What follows belongs to an exercise in optimizing a design on an open flow for small area; a production flow would make more cautious choices. In this exercise RTL edits were held to simulation tests only and were not proved equivalent to the original. No driver is modelled on the clock port, so clocking that relies on it looks cheaper here than on a real chip. Power figures rest on the tool's default switching activity, not on a simulated workload.

==> design.v <==
module hn_framer (
    input  wire        clk,
    input  wire        rst,
    input  wire        rx_en,       
    input  wire [7:0]  rx_byte,
    input  wire        clear,       
    input  wire [7:0]  sum,         
    input  wire        set_def,     
    output reg  [4:0]  len,         
    output reg         hdr_ok,      
    output reg         trl_ok,      
    output reg         csum_ok,     
    output reg  [15:0] rtype,       
    output reg         match_p01,   
    output reg         match_p45,   
    output reg         match_grp,   
    output wire        restart,     
    output wire        data_en      
);
    wire [7:0] node  = set_def ? 8'h45 : 8'h05;
    wire [7:0] group = set_def ? 8'h67 : 8'h02;
    reg csum_cur;
    reg m_p0, m_p4;
    assign restart = (rx_byte == 8'hAA) || (len == 5'd0);
    assign data_en = rx_en && !restart && (len >= 5'd5) && (len <= 5'd12);
    wire is_node  = (rx_byte == node);
    wire is_group = (rx_byte == group);
    always @(posedge clk) begin
        if (rst) begin
            len <= 5'd0;
        end else if (clear) begin
            len <= 5'd0;
        end else if (rx_en) begin
            if (restart)
                len <= 5'd1;
            else if (len != 5'd16)
                len <= len + 5'd1;
        end
    end
    always @(posedge clk) begin
        if (rx_en) begin
            trl_ok   <= (rx_byte == 8'hA5);
            csum_cur <= (sum == rx_byte);
            csum_ok  <= csum_cur;
            if (restart) begin
                hdr_ok <= (rx_byte == 8'hAA);
            end else begin
                case (len)
                5'd1: rtype[15:8] <= rx_byte;
                5'd2: rtype[7:0]  <= rx_byte;
                5'd3: m_p0        <= is_node;
                5'd4: match_p01   <= m_p0 && is_group;
                5'd7: m_p4        <= is_node;
                5'd8: begin
                    match_p45 <= m_p4 && is_group;
                    match_grp <= is_group || (rx_byte == 8'h00);
                end
                default: ;
                endcase
            end
        end
    end
endmodule
module hn_membank (
    input  wire       clk,
    input  wire       we,
    input  wire [7:0] wr_data,
    output wire [7:0] rd_data
);
    reg [767:0] ring;
    assign rd_data = ring[7:0];
    always @(posedge clk)
        ring <= {(we ? wr_data : ring[7:0]), ring[767:8]};
endmodule
module hn_core (
    input  wire         clk,
    input  wire         rst,
    input  wire         in_valid,
    input  wire         in_quiet,
    input  wire [7:0]   in_byte,
    output wire         in_ready,
    output wire         out_valid,
    output wire [7:0]   out_byte,
    input  wire         out_ready,
    output wire         diag_valid,
    output wire [3:0]   diag_code,
    output wire [23:0]  diag_info,
    output wire         fr_rx_en,
    output wire         fr_clear,
    output reg  [7:0]   fr_sum,
    output reg          set_def,
    input  wire [4:0]   fr_len,
    input  wire         fr_hdr_ok,
    input  wire         fr_trl_ok,
    input  wire         fr_csum_ok,
    input  wire [15:0]  rtype,
    input  wire         match_p01,
    input  wire         match_p45,
    input  wire         match_grp,
    input  wire         fr_restart,
    input  wire         fr_data_en,
    output wire         mem_we,
    output wire [7:0]   mem_wr_data,
    input  wire [7:0]   mem_rd_data
);
    localparam [2:0] S_IDLE = 3'd0, S_CHK = 3'd1, S_OP = 3'd2, S_TX = 3'd3,
                     S_DISP = 3'd4, S_LOADA = 3'd5;
    localparam [2:0] R_ADDR = 3'd0, R_DATA = 3'd1, R_DEF = 3'd2, R_HW = 3'd3,
                     R_FW = 3'd4, R_SUP = 3'd5, R_DESC = 3'd6;
    reg [2:0]  state;
    reg        init;        
    reg [6:0]  pos;         
    reg        run;         
    reg        ephase;      
    reg [3:0]  j;           
    reg [2:0]  rsrc;        
    reg        rnet;        
    reg        chunk2;      
    reg        pend_valid;
    reg [23:0] pend_addr;
    reg [1:0]  pend_cmd;    
    reg [63:0] dring;       
    wire [7:0] dtap = dring[7:0];
    wire [7:0] p7   = dring[47:40];     
    reg [7:0]  hreg;        
    reg        hv;          
    wire [7:0] tap = mem_rd_data;
    assign in_ready = (state == S_IDLE) && !init && !hv;
    wire take  = in_valid && in_ready;
    assign fr_rx_en = take && !in_quiet;
    wire quiet = take && in_quiet && (fr_len != 5'd0);
    wire in_plain   = (pend_addr[23:5] == 19'd0);
    wire in_flash   = (pend_addr[23:6] == 18'h40);
    wire span_ok    = (in_plain && pend_addr[4:0] <= 5'd24) ||
                      (in_flash && pend_addr[5:0] <= 6'd56);
    wire [6:0] base  = in_flash ? {1'b0, pend_addr[5:0]} : {2'b10, pend_addr[4:0]};
    wire [6:0] start = ephase ? {1'b0, pend_addr[5:4], 4'd0} : base;
    wire active = run || (pos == start);
    wire wcmd   = (pend_cmd == 2'd2);
    wire ecmd   = (pend_cmd == 2'd3);
    wire q_align = (pos[2:0] == base[2:0]);
    wire [2:0] aoff  = (state == S_IDLE) ? fr_len[2:0] + 3'd2 : j[2:0] + 3'd3;
    wire d_align = (pos[2:0] == base[2:0] + aoff);
    wire disp = (state == S_DISP) && q_align;
    assign fr_clear = disp;
    wire [7:0] thi = rtype[15:8];
    wire [7:0] tlo = rtype[7:0];
    wire h01 = (thi == 8'h01), h02 = (thi == 8'h02), h03 = (thi == 8'h03);
    wire h04 = (thi == 8'h04), h10 = (thi == 8'h10);
    wire l0  = (tlo[3:0] == 4'h0), l1 = (tlo[3:0] == 4'h1);
    wire [3:0] nb = tlo[7:4];
    wire n0 = (nb == 4'h0), n2 = (nb == 4'h2), n7 = (nb == 4'h7);
    wire id_node = (nb == 4'h4) || (nb == 4'h6) || (nb == 4'hC) || (nb == 4'hE);
    wire id_grp  = (nb == 4'h3) || (nb == 4'h5) || (nb == 4'hB) || (nb == 4'hD);
    wire lo00 = n0 && l0, lo01 = n0 && l1;
    wire shape_ok = fr_hdr_ok && fr_trl_ok && (fr_len >= 5'd5);
    wire ok       = shape_ok && fr_csum_ok;
    wire is_net   = (fr_len == 5'd15);
    wire len5     = (fr_len == 5'd5);
    wire len13    = (fr_len == 5'd13);
    wire cmd_ok   = (p7[7:2] == 6'd0) && (p7[1:0] != 2'd0);
    wire t_addr   = h03 && (lo00 || lo01);
    wire t_known  = (h01 && lo00) || (h02 && lo00) || t_addr || (h04 && (lo00 || lo01)) ||
                    (h10 && (l0 || l1) && (id_node || id_grp || n7));
    wire n_unh    = (h01 && lo00) || (h02 && lo00 && match_p01);
    wire n_field  = t_addr && !cmd_ok;
    wire n_data   = h04 && lo00 && match_p01;
    wire n_id     = h10 && l0 && ((id_node && match_p45) || (id_grp && match_grp));
    wire s_id     = h10 && l0 && id_node;
    wire s_un5    = (h10 && l0 && (n0 || n2)) || (h02 && lo00);
    wire s_un13   = h10 && l1 && id_node;
    wire s_known  = s_id || s_un5 || s_un13;
    wire s_badlen = ((s_id || s_un5) && !len5) || (s_un13 && !len13);
    wire okn = ok && is_net;
    wire oks = ok && !is_net;
    wire c_inv   = !shape_ok || (oks && s_badlen);
    wire c_csum  = shape_ok && !fr_csum_ok;
    wire c_unk   = (okn && !t_known) || (oks && !s_known);
    wire c_field = okn && n_field;
    wire c_unh   = (okn && n_unh) || (oks && !s_badlen && (s_un5 || s_un13));
    wire c_nop   = okn && n_data && !pend_valid;
    wire c_oor   = okn && n_data && pend_valid && !span_ok;
    wire c_ens   = okn && n_data && pend_valid && span_ok && ecmd && !in_flash;
    wire d_op    = okn && n_data && pend_valid && span_ok && !(ecmd && !in_flash);
    wire d_addr  = okn && h03 && lo00 && cmd_ok && match_p01;
    wire d_id    = (okn && n_id) || (oks && s_id && len5);
    wire d_def   = okn && h10 && n7 && l0 && match_p45;
    wire d_diag  = c_inv || c_csum || c_unk || c_field || c_unh || c_nop || c_oor || c_ens;
    wire chk     = (state == S_CHK);
    wire chk_on  = chk && active;
    wire chk_bad = chk_on && ((dtap & ~tap) != 8'd0);
    wire op_on   = (state == S_OP) && active;
    wire op_wr   = op_on && (ephase || wcmd);
    assign mem_we      = init || op_wr;
    assign mem_wr_data = (init || ephase) ? 8'hFF : dtap;
    assign diag_valid = (disp && d_diag) || chk_bad;
    wire sel_t  = !chk && (c_unk || c_field || c_unh);
    wire sel_p7 = !chk && c_field;
    wire sel_a  = !chk && (c_oor || c_ens);
    assign diag_code[0] = !chk && (c_inv || c_unk || c_unh || c_oor || c_ens);
    assign diag_code[1] = !chk && (c_csum || c_unk || c_nop || c_oor);
    assign diag_code[2] = !chk && (c_field || c_unh || c_nop || c_oor);
    assign diag_code[3] = chk || c_ens;
    assign diag_info[23:16] = ({8{sel_p7}} & p7) | ({8{sel_a}} & pend_addr[23:16]);
    assign diag_info[15:13] = ({3{sel_t}} & rtype[15:13]) | ({3{sel_a}} & pend_addr[15:13]);
    assign diag_info[12]    = (sel_t & rtype[12]) | (sel_a & pend_addr[12]) | chk;
    assign diag_info[11:6]  = ({6{sel_t}} & rtype[11:6]) | ({6{sel_a}} & pend_addr[11:6]);
    assign diag_info[5:0]   = ({6{sel_t}} & rtype[5:0]) | ({6{sel_a}} & pend_addr[5:0]) |
                              ({6{chk}} & pos[5:0]);
    wire in_data = (j >= 4'd5) && (j <= 4'd12);
    reg [7:0] rom;
    always @(*) begin
        rom = 8'hFF;
        case (rsrc)
        R_HW:
            case (j)
            4'd5: rom = 8'h30; 4'd6: rom = 8'h00; 4'd7: rom = 8'h03; 4'd8: rom = 8'hFF;
            4'd9: rom = 8'h01; 4'd10: rom = 8'h23; 4'd11: rom = 8'h45; default: rom = 8'h67;
            endcase
        R_FW:
            case (j)
            4'd5: rom = 8'h30; 4'd6: rom = 8'h00; 4'd7: rom = 8'h03;
            4'd8: rom = rnet ? 8'h66 : 8'h40;
            4'd9: rom = 8'h01;
            4'd10: rom = rnet ? 8'h02 : 8'h05;
            4'd11: rom = 8'h03; default: rom = 8'h04;
            endcase
        R_SUP:
            case (j)
            4'd5: rom = 8'h5D; 4'd6: rom = 8'h2C; 4'd7: rom = 8'h0A; 4'd8: rom = 8'h3F;
            default: rom = 8'hFF;
            endcase
        R_DESC:
            if (rnet)
                case ({chunk2, j})
                5'd5: rom = "R"; 5'd6: rom = "e"; 5'd7: rom = "l"; 5'd8: rom = "a";
                5'd9: rom = "y";
                default: rom = 8'h00;
                endcase
            else
                case ({chunk2, j})
                5'd5: rom = "U"; 5'd6: rom = "A"; 5'd7: rom = "R"; 5'd8: rom = "T";
                5'd9: rom = " "; 5'd10: rom = "g"; 5'd11: rom = "a"; 5'd12: rom = "t";
                5'd21: rom = "e"; 5'd22: rom = "w"; 5'd23: rom = "a"; 5'd24: rom = "y";
                5'd25: rom = " "; 5'd26: rom = "1";
                default: rom = 8'h00;
                endcase
        default: rom = 8'hFF;
        endcase
    end
    wire use_d = (rsrc == R_DATA) ||
                 ((rsrc == R_ADDR) && (j == 4'd5 || j == 4'd6 || j == 4'd7 || j == 4'd10));
    reg [7:0] tx_byte;
    always @(*) begin
        case (j)
        4'd0:    tx_byte = 8'hAA;
        4'd1:    tx_byte = rtype[15:8];
        4'd2:    tx_byte = rtype[7:0] | 8'h01;
        4'd3:    tx_byte = set_def ? 8'h45 : 8'h05;
        4'd4:    tx_byte = set_def ? 8'h67 : 8'h02;
        4'd13:   tx_byte = fr_sum;
        4'd14:   tx_byte = 8'hA5;
        default: tx_byte = use_d ? dtap : rom;
        endcase
    end
    wire tx    = (state == S_TX);
    wire tx_ld = tx && (j != 4'd15) && (!hv || out_ready) && (!(use_d && in_data) || d_align);
    assign out_valid = tx && hv;
    assign out_byte  = hreg;
    wire [7:0] hnew = (state == S_IDLE) ? in_byte : tx_byte;
    wire h_in  = fr_data_en;                                   
    wire h_out = (state == S_IDLE) && hv && d_align;           
    always @(posedge clk) begin
        if (rst)
            hv <= 1'b0;
        else if (h_in || tx_ld)
            hv <= 1'b1;
        else if (h_out || (tx && out_ready))
            hv <= 1'b0;
    end
    always @(posedge clk)
        if (h_in || tx_ld)
            hreg <= hnew;
    wire dr_cap = op_on && !ephase && !wcmd;                   
    always @(posedge clk)
        dring <= {(h_out ? hreg : dr_cap ? tap : dtap), dring[63:8]};
    wire       s_clr  = (state == S_IDLE) ? fr_restart : (j == 4'd0);
    always @(posedge clk)
        if (fr_rx_en || tx_ld)
            fr_sum <= s_clr ? 8'd0 : fr_sum + hnew;
    always @(posedge clk) begin
        if (rst) begin
            state      <= S_IDLE;
            init       <= 1'b1;
            pos        <= 7'd0;
            run        <= 1'b0;
            set_def    <= 1'b0;
            pend_valid <= 1'b0;
            chunk2     <= 1'b0;
            pend_addr[2:0] <= 3'd0;
        end else begin
            pos <= (pos == 7'd95) ? 7'd0 : pos + 7'd1;
            if (pos == 7'd95)
                init <= 1'b0;
            case (state)
            S_IDLE: begin
                j      <= 4'd0;
                run    <= 1'b0;
                chunk2 <= 1'b0;
                if (quiet)
                    state <= S_DISP;
            end
            S_DISP: begin
                if (disp) begin
                    state  <= S_IDLE;
                    rnet   <= is_net;
                    ephase <= ecmd;
                    if (d_addr) begin
                        rsrc       <= R_ADDR;
                        state      <= S_TX;
                    end
                    if (d_op) begin
                        rsrc  <= R_DATA;
                        state <= (wcmd && in_flash) ? S_CHK : S_OP;
                    end
                    if (d_id) begin
                        rsrc  <= (nb == 4'h4 || nb == 4'h3) ? R_HW :
                                 (nb == 4'h6 || nb == 4'h5) ? R_FW :
                                 (nb == 4'hC || nb == 4'hB) ? R_SUP : R_DESC;
                        state <= S_TX;
                    end
                    if (d_def) begin
                        set_def <= 1'b1;
                        rsrc    <= R_DEF;
                        state   <= S_TX;
                    end
                end
            end
            S_CHK: begin
                if (active) begin
                    run <= 1'b1;
                    j   <= j + 4'd1;
                    if (chk_bad)
                        state <= S_IDLE;
                    else if (j == 4'd7) begin
                        run   <= 1'b0;
                        j     <= 4'd0;
                        state <= S_OP;
                    end
                end
            end
            S_OP: begin
                if (active) begin
                    run <= 1'b1;
                    j   <= j + 4'd1;
                    if (ephase) begin
                        if (j == 4'd15) begin
                            ephase <= 1'b0;
                            run    <= 1'b0;
                        end
                    end else if (j == 4'd7) begin
                        run   <= 1'b0;
                        j     <= 4'd0;
                        state <= S_TX;
                    end
                end
            end
            S_TX: begin
                if (tx_ld) begin
                    j <= (j == 4'd2 && !rnet) ? 4'd5 : j + 4'd1;
                    if (j == 4'd14) begin
                        if (rsrc == R_DESC && !chunk2) begin
                            j      <= 4'd0;
                            chunk2 <= 1'b1;
                        end
                    end
                end
                if (j == 4'd15 && (!hv || out_ready))
                    state <= (rsrc == R_ADDR) ? S_LOADA : S_IDLE;
            end
            S_LOADA: begin
                if (q_align) begin
                    pend_valid <= 1'b1;
                    pend_addr  <= {dring[7:0], dring[15:8], dring[23:16]};
                    pend_cmd   <= p7[1:0];
                    state      <= S_IDLE;
                end
            end
            default: state <= S_IDLE;
            endcase
        end
    end
endmodule
module hapcan_node (
    input  wire        clk,
    input  wire        rst,
    input  wire        in_valid,
    input  wire        in_quiet,
    input  wire [7:0]  in_byte,
    output wire        in_ready,
    output wire        out_valid,
    output wire [7:0]  out_byte,
    input  wire        out_ready,
    output wire        diag_valid,
    output wire [3:0]  diag_code,
    output wire [23:0] diag_info
);
    wire        fr_rx_en, fr_clear, set_def;
    wire [7:0]  fr_sum;
    wire [4:0]  fr_len;
    wire        fr_hdr_ok, fr_trl_ok, fr_csum_ok;
    wire [15:0] rtype;
    wire        match_p01, match_p45, match_grp;
    wire        fr_restart, fr_data_en;
    wire        mem_we;
    wire [7:0]  mem_wr_data, mem_rd_data;
    hn_framer u_framer (
        .clk       (clk),
        .rst       (rst),
        .rx_en     (fr_rx_en),
        .rx_byte   (in_byte),
        .clear     (fr_clear),
        .sum       (fr_sum),
        .set_def   (set_def),
        .len       (fr_len),
        .hdr_ok    (fr_hdr_ok),
        .trl_ok    (fr_trl_ok),
        .csum_ok   (fr_csum_ok),
        .rtype     (rtype),
        .match_p01 (match_p01),
        .match_p45 (match_p45),
        .match_grp (match_grp),
        .restart   (fr_restart),
        .data_en   (fr_data_en)
    );
    hn_membank u_mem (
        .clk     (clk),
        .we      (mem_we),
        .wr_data (mem_wr_data),
        .rd_data (mem_rd_data)
    );
    hn_core u_core (
        .clk         (clk),
        .rst         (rst),
        .in_valid    (in_valid),
        .in_quiet    (in_quiet),
        .in_byte     (in_byte),
        .in_ready    (in_ready),
        .out_valid   (out_valid),
        .out_byte    (out_byte),
        .out_ready   (out_ready),
        .diag_valid  (diag_valid),
        .diag_code   (diag_code),
        .diag_info   (diag_info),
        .fr_rx_en    (fr_rx_en),
        .fr_clear    (fr_clear),
        .fr_sum      (fr_sum),
        .set_def     (set_def),
        .fr_len      (fr_len),
        .fr_hdr_ok   (fr_hdr_ok),
        .fr_trl_ok   (fr_trl_ok),
        .fr_csum_ok  (fr_csum_ok),
        .rtype       (rtype),
        .match_p01   (match_p01),
        .match_p45   (match_p45),
        .match_grp   (match_grp),
        .fr_restart  (fr_restart),
        .fr_data_en  (fr_data_en),
        .mem_we      (mem_we),
        .mem_wr_data (mem_wr_data),
        .mem_rd_data (mem_rd_data)
    );
endmodule
==> flow/run.sh <==
#!/bin/bash
# Layout flow: the standard ORFS flow (standard.sh), with these changes
# in how the layout is made:
#  * synthesis: the standard synthesis script (synth_recipe.tcl, ORFS
#    synth.tcl) maps the logic with an area-oriented ABC script
#    (flow/abc_area.script) instead of ORFS's delay-oriented one, and lets
#    ABC map adders instead of the platform's adder cells. Registers are
#    mapped exactly as in the standard synthesis.
#  * ports are buffered with sky130_fd_sc_hd__buf_1;
set -euo pipefail
here=$(pwd)
res="$here/orfs/results/$FLOW_PLATFORM/hapcan_node/base"

rm -rf "$here/scripts_synth"
cp -r "$FLOW_HOME/scripts" "$here/scripts_synth"
cp "$here/flow/abc_area.script" "$here/scripts_synth/abc_speed.script"
SCRIPTS_DIR="$here/scripts_synth" ADDER_MAP_FILE= bash standard.sh synth > flow_synth.log 2>&1

export BUFFER_PORTS_ARGS="-buffer_cell sky130_fd_sc_hd__buf_1"
bash standard.sh place > flow_place.log 2>&1

slew() {  # $1 odb, $2 sdc, $3 mode, $4 log
  SC_ODB="$1" SC_SDC="$2" SC_MODE="$3" openroad -no_init -exit "$here/flow/slewcheck.tcl" > "$4" 2>&1 || true
  sed -n 's/^SLEWCHECK //p' "$4" | tail -1
}

base="-sink_clustering_enable -repair_clock_nets -dont_use_dummy_load"
small="$base -sink_clustering_size 30 -sink_clustering_max_diameter 60"
: > flow_decisions.log
n=0
for cfg in "36 100 -root_buf sky130_fd_sc_hd__clkbuf_8 -tree_buf sky130_fd_sc_hd__clkbuf_4" \
           "32 100 -root_buf sky130_fd_sc_hd__clkbuf_8 -tree_buf sky130_fd_sc_hd__clkbuf_4" \
           "34 70 -root_buf sky130_fd_sc_hd__clkbuf_8 -tree_buf sky130_fd_sc_hd__clkbuf_4" \
           "30 60"; do
  n=$((n + 1))
  set -- $cfg
  size=$1; diam=$2; shift 2
  export CTS_ARGS="$base -sink_clustering_size $size -sink_clustering_max_diameter $diam $*"
  [[ "$cfg" == "30 60" ]] && export CTS_ARGS="$small"
  bash standard.sh clean_cts cts > flow_cts$n.log 2>&1
  s=$(slew "$res/4_cts.odb" "$res/4_cts.sdc" est flow_slew_cts$n.log)
  echo "CTS $cfg: estimated clock pin slew ${s:-none} ps" >> flow_decisions.log
  if [[ -n "$s" && "$s" -le 117 ]]; then break; fi
done

bash standard.sh > flow.log 2>&1
s=$(slew "$res/6_final.odb" "$res/6_final.sdc" rcx flow_slew_final.log)
echo "extracted clock pin slew after routing: ${s:-none} ps" >> flow_decisions.log
if [[ "$CTS_ARGS" != "$small" && ( -z "$s" || "$s" -gt 122 ) ]]; then
  echo "redo CTS and the later steps with the smallest clusters" >> flow_decisions.log
  export CTS_ARGS="$small"
  bash standard.sh clean_finish clean_route clean_cts > flow_clean.log 2>&1
  bash standard.sh > flow2.log 2>&1
  s=$(slew "$res/6_final.odb" "$res/6_final.sdc" rcx flow_slew_final2.log)
  echo "extracted clock pin slew after routing: ${s:-none} ps" >> flow_decisions.log
fi
==> flow/abc_area.script <==
strash
&get -n
&deepsyn -T 60
&put
&get -n
&dch -f
&nf
&put
==> flow/slewcheck.tcl <==
set P $::env(FLOW_HOME)/platforms/$::env(FLOW_PLATFORM)
read_db $::env(SC_ODB)
read_liberty $P/lib/sky130_fd_sc_hd__tt_025C_1v80.lib
read_sdc $::env(SC_SDC)
source $P/setRC.tcl
if {$::env(SC_MODE) eq "rcx"} {
  define_process_corner -ext_model_index 0 X
  extract_parasitics -ext_model_file $P/rcx_patterns.rules
  write_spef slewcheck.spef
  read_spef slewcheck.spef
} else {
  estimate_parasitics -placement
}
set_propagated_clock [all_clocks]
set mx 0
foreach pin [all_registers -clock_pins -edge_triggered] {
  foreach e {rise fall} {
    foreach a {min max} {
      set s [expr {[sta::time_ui_sta [get_property $pin slew_${a}_$e]] * 1e12}]
      if {$s > $mx} { set mx $s }
    }
  }
}
puts "SLEWCHECK [expr {int(ceil($mx))}]"
==> standard.sh <==
#!/bin/bash
# synth_recipe.tcl (not shown) runs the flow's synth.tcl, then flattens the netlist and writes it again
# the make line also repeats each setting of config.mk as NAME=value (left out here)
make -C /OpenROAD-flow-scripts/flow DESIGN_CONFIG=/design/flow/config.mk WORK_HOME=/design/flow/orfs CLKGATE_MAP_FILE= SYNTH_SCRIPT=/design/flow/synth_recipe.tcl "${@:-finish}"
==> config.mk <==
export PLATFORM = sky130hd
export DESIGN_NAME = hapcan_node
export DESIGN_NICKNAME = hapcan_node
export VERILOG_FILES = /design/flow/design.v
export SDC_FILE = /design/flow/constraint.sdc
export NUM_CORES = 4
export LEC_CHECK = 0
export CAP_MARGIN = 20
export CORE_MARGIN = 2
export CORE_UTILIZATION = 55
export PLACE_DENSITY = 0.7
export SLEW_MARGIN = 20
==> constraint.sdc <==
create_clock -name core_clock -period 15.0 [get_ports {clk}]
set_input_delay 3.0000 -clock core_clock [delete_from_list [all_inputs] [get_ports {clk}]]
set_output_delay 3.0000 -clock core_clock [all_outputs]
set_load 0.01 [all_outputs]
==> results.sh <==
export IMPL_min_from="u_mem.ring[38]"
export IMPL_finalCritPeriodShare_pct=47.98
export IMPL_core_sq_um=40740
export IMPL_synth_area_mux_share_pct=0.1826
export IMPL_powerDensity_nw_per_um2=164.8
export IMPL_dr_pass1_iters=5
export IMPL_critPathMaxFanout=14
export IMPL_cts_resized=0
export IMPL_synth_seq_cells=929
export IMPL_finish_utilization_pct=59.96
export IMPL_fin_cells=2125
export IMPL_die_area_sq_um=42750
export IMPL_worstMarginPinSlew_ps=1105
export IMPL_viasPerCell=5.133
export IMPL_dpl_hpwl_microns=24980
export IMPL_grt_max_degree=35
export IMPL_hold_path_class="reg -> reg"
export IMPL_rsz0062_at_grt="false"
export IMPL_cts_max_level=2
export IMPL_rows=74
export IMPL_clk_pin_slew_worst_paths_ps=110
export IMPL_drv_cap=0
export IMPL_drive_above_1_share_pct=2.950
export IMPL_via_count=10908
export IMPL_yosys_area_share_adder_pct=0.1771
export IMPL_gr_usage_met3_pct=3.878
export IMPL_fin_setup_tns_ps=0
export IMPL_cts_hold_fix_buffers=0
export IMPL_io_pins=52
export IMPL_overflow=0
export IMPL_rrSetupSlack_ps=9060
export IMPL_grt_pass1_vias=10354
export IMPL_top_usage_layer="met1"
export IMPL_gp_congestion=0.9400
export IMPL_synth_edf_count=73
export IMPL_cts_tree="done"
export IMPL_dp_slack_ps=8609
export IMPL_insertion_delay_ps=680
export IMPL_min_period_ps=7196
export IMPL_worstRegToRegCells=15
export IMPL_synth_fp_nets=1509
export IMPL_power_leakage_nw=9.165
export IMPL_yosysWarnings=3
export IMPL_met1_usage_pct=27.31
export IMPL_diodes=0
export IMPL_finalClockSkew_ps=95.50
export IMPL_synth_flop_cell="dfxtp_1"
export IMPL_antenna_found_initial=0
export IMPL_drv_slew=0
export IMPL_finalWirelength_microns=38570
export IMPL_use_met2_pct=26.59
export IMPL_hold_viol=0
export IMPL_timing_rr_start="u_core.j[2]"
export IMPL_synth_top_family_by_area="compound AO/OA/AOI/OAI gates"
export IMPL_track_usage_pct=18.34
export IMPL_setup_viol=0
export IMPL_cp_required_ps=12000
export IMPL_critPathLaunchType="flop"
export IMPL_clockBufferDepth=3
export IMPL_yosysSeqAreaShare_pct=85.48
export IMPL_synth_cell_types=56
export IMPL_worst_hold_path_endpoint="u_mem.ring[30]"
export IMPL_peakVddDrop_mv=0.1288
export IMPL_drtAntennaViolNets=0
export IMPL_drt_iter0_drc=919
export IMPL_outcome="finished clean"
export IMPL_critPathArrivalTime_ps=4200
export IMPL_path_class="reg -> out"
export IMPL_end_kind="output pin"
export IMPL_dp_cells=2087
export IMPL_max_freq_ghz=0.1390
export IMPL_worstHoldPathCells=0
export IMPL_synth_simple_area_share_pct=6.142
export IMPL_post_cts_buffers=0
export IMPL_synth_xor_area_share_pct=1.317
export IMPL_syn2layout_area_growth_pct=8.023
export IMPL_synth_area_sq_um=22610
export IMPL_die_h_microns=206.8
export IMPL_synth_async_sr_flop_share_pct=0
export IMPL_maxSlewHeadroom_pct=26.09
export IMPL_cts_buffers=38
export IMPL_drc=0
export IMPL_cts_sinks=929
export IMPL_holdWs_ps=271.0
export IMPL_grt_pass1_wl_microns=59480
export IMPL_wl_per_cell_microns=18.15
export IMPL_synthCells=1496
export IMPL_io_buffers=51
export IMPL_nets=1608
export IMPL_fin_ws_ps=7804
export IMPL_fill_cells=3087
export IMPL_die_w_microns=206.8
export IMPL_initial_core_util_pct=55.50
export IMPL_synth_compound_area_share_pct=6.236
export IMPL_cts_root_buffer="clkbuf_8"
export IMPL_r2r_end="u_core.fr_sum[7]"
export IMPL_syn_area_per_cell_sq_um=15.11
[layer usage]
layer	vias up	share of wire, %
met1	5249	49
met4	0	3.6
met2	318	41
met5	-	0
met3	83	6.0
li1	5258	-
[critical path: stages, from the launching register on]
cell and delay (ps):
dfxtp_1 560, or2_0 290, nand2_1 140, a21oi_1 360, nand2_1 90, nor2_1 240
nand3_1 160, nor2_1 210, nand3_1 190, nor2_1 870, a22oi_1 190, nand2_1 130
buf_1 150
[synth_stat cells (11+ instances only)]
master	instances	area, sq um
dfxtp_1	856	17140
nor2_1	96	360.4
edfxtp_1	73	2192
nand2_1	67	251.5
a21oi_1	37	185.2
nor3_1	31	155.2
o21ai_0	31	155.2
clkinv_1	28	105.1
xnor2_1	22	192.7
a22o_1	21	183.9
o22ai_1	20	125.1
nand3_1	18	90.09
a31oi_1	15	93.84
nor4_1	15	93.84
xor2_1	12	105.1
a22oi_1	11	82.58
[how the worst max path moves through the flow]
stage	startpoint	end	cells past startpoint
floorplan	in_byte[0]	u_core.fr_sum[7]	9
global placement	u_framer.rtype[1]	diag_info[1]	10
detailed placement	u_framer.len[0]	diag_info[3]	12
CTS	u_framer.len[0]	diag_info[3]	12
global route	u_framer.len[0]	diag_info[2]	12
finish	u_framer.len[0]	diag_info[3]	12
[cells by family (layout without fill, tap and decap cells)]
group	Yosys count	count (layout)
DFF	929	929
and+or+nand+nor	294	294
AOI/OAI and AO/OA	203	203
xor gates and xnor gates	34	34
buffers and inverters	28	125
adders and majority gates	4	4
muxes	4	4
[power breakdown]
part           internal [mW]  switching [mW]  total, mW
Clock                  0.424           0.664       1.09
Combinational          0.120           0.211      0.331
Sequential              2.55          0.0548       2.60
Total                   3.09           0.930       4.02
[layout make-up]
| cell class | count | area [sq um] | share of cell area [%] |
|---|---|---|---|
| multi-input combinational | 539 | 3181 | 13.02 |
| sequential | 929 | 19330 | 79.13 |
| clock buffer | 38 | 894.6 | 3.663 |
| inverter | 28 | 105.1 | 0.4303 |
| tap | 532 | 665.6 | 2.725 |
| timing repair buffer | 59 | 251.5 | 1.030 |
[through the flow]
stage / power [mW] / area (sq um)
5_1_grt: 4.173 / 24430
4_1_cts: 4.050 / 24430
2_1_floorplan: 2.870 / 22610
3_3_place_gp: 2.982 / 23530
3_5_place_dp: 2.983 / 23530
6_report: 4.025 / 24430
[sequential cells by signal, summed over array words and instances (netlist names), 2 cells and up]
name	flops
u_core.fr_sum	8
u_core.pend_addr	24
u_core.hreg	8
u_core.pend_cmd	2
u_core.rsrc	3
u_core.pos	7
u_core.state	3
u_framer.rtype	16
u_framer.len	5
u_core.dring	64
u_core.j	4
u_mem.ring	768
[placed cells by master (no fill, tap or decap), drive strengths merged, types with 5 or more instances in the layout]
cell	netlist	final
nor4	15	15
dfxtp	856	856
clkinv	28	28
o211ai	5	5
nor3	31	31
and3	8	8
buf	0	59
xnor2	22	22
o22ai	20	20
a21oi	37	37
a22o	21	21
a22oi	11	11
nor2	96	96
a311oi	5	5
a31oi	15	15
nor2b	9	9
a221oi	5	5
o21ai	31	31
nand2	67	67
xor2	12	12
o22a	9	9
and2	9	9
nand2b	9	9
edfxtp	73	73
a211oi	8	8
nand3	18	18
clkbuf	0	38
or2	9	9
nand4	7	7

[port drivers added, routing unchanged]
How much do the figures lean on ideal ports? The routed layout below was timed once more, with nothing changed but the port constraints.
Step 1 assumes that a clkbuf_16 drives the clock port and a buf_2 every other input.
Step 2 moves the port delays by t, midway between the first and last clock arrival at a register: inputs arrive t later, outputs are due t later. That takes back most of the time a late clock gives input paths.
a / b / c = no drivers / after step 1 / after step 2; a / b = the first two.
t, ns: 0.684
setup WS [ns]: 7.804 / 7.756 / 8.440
worst hold slack (ns): 0.271 / 0.271 / 0.271
cell pins on the clock port's net: 1
After both steps this run still meets setup and hold. The setup slack of this run moves by -0.048 ns with the drivers and by +0.636 ns with both steps.
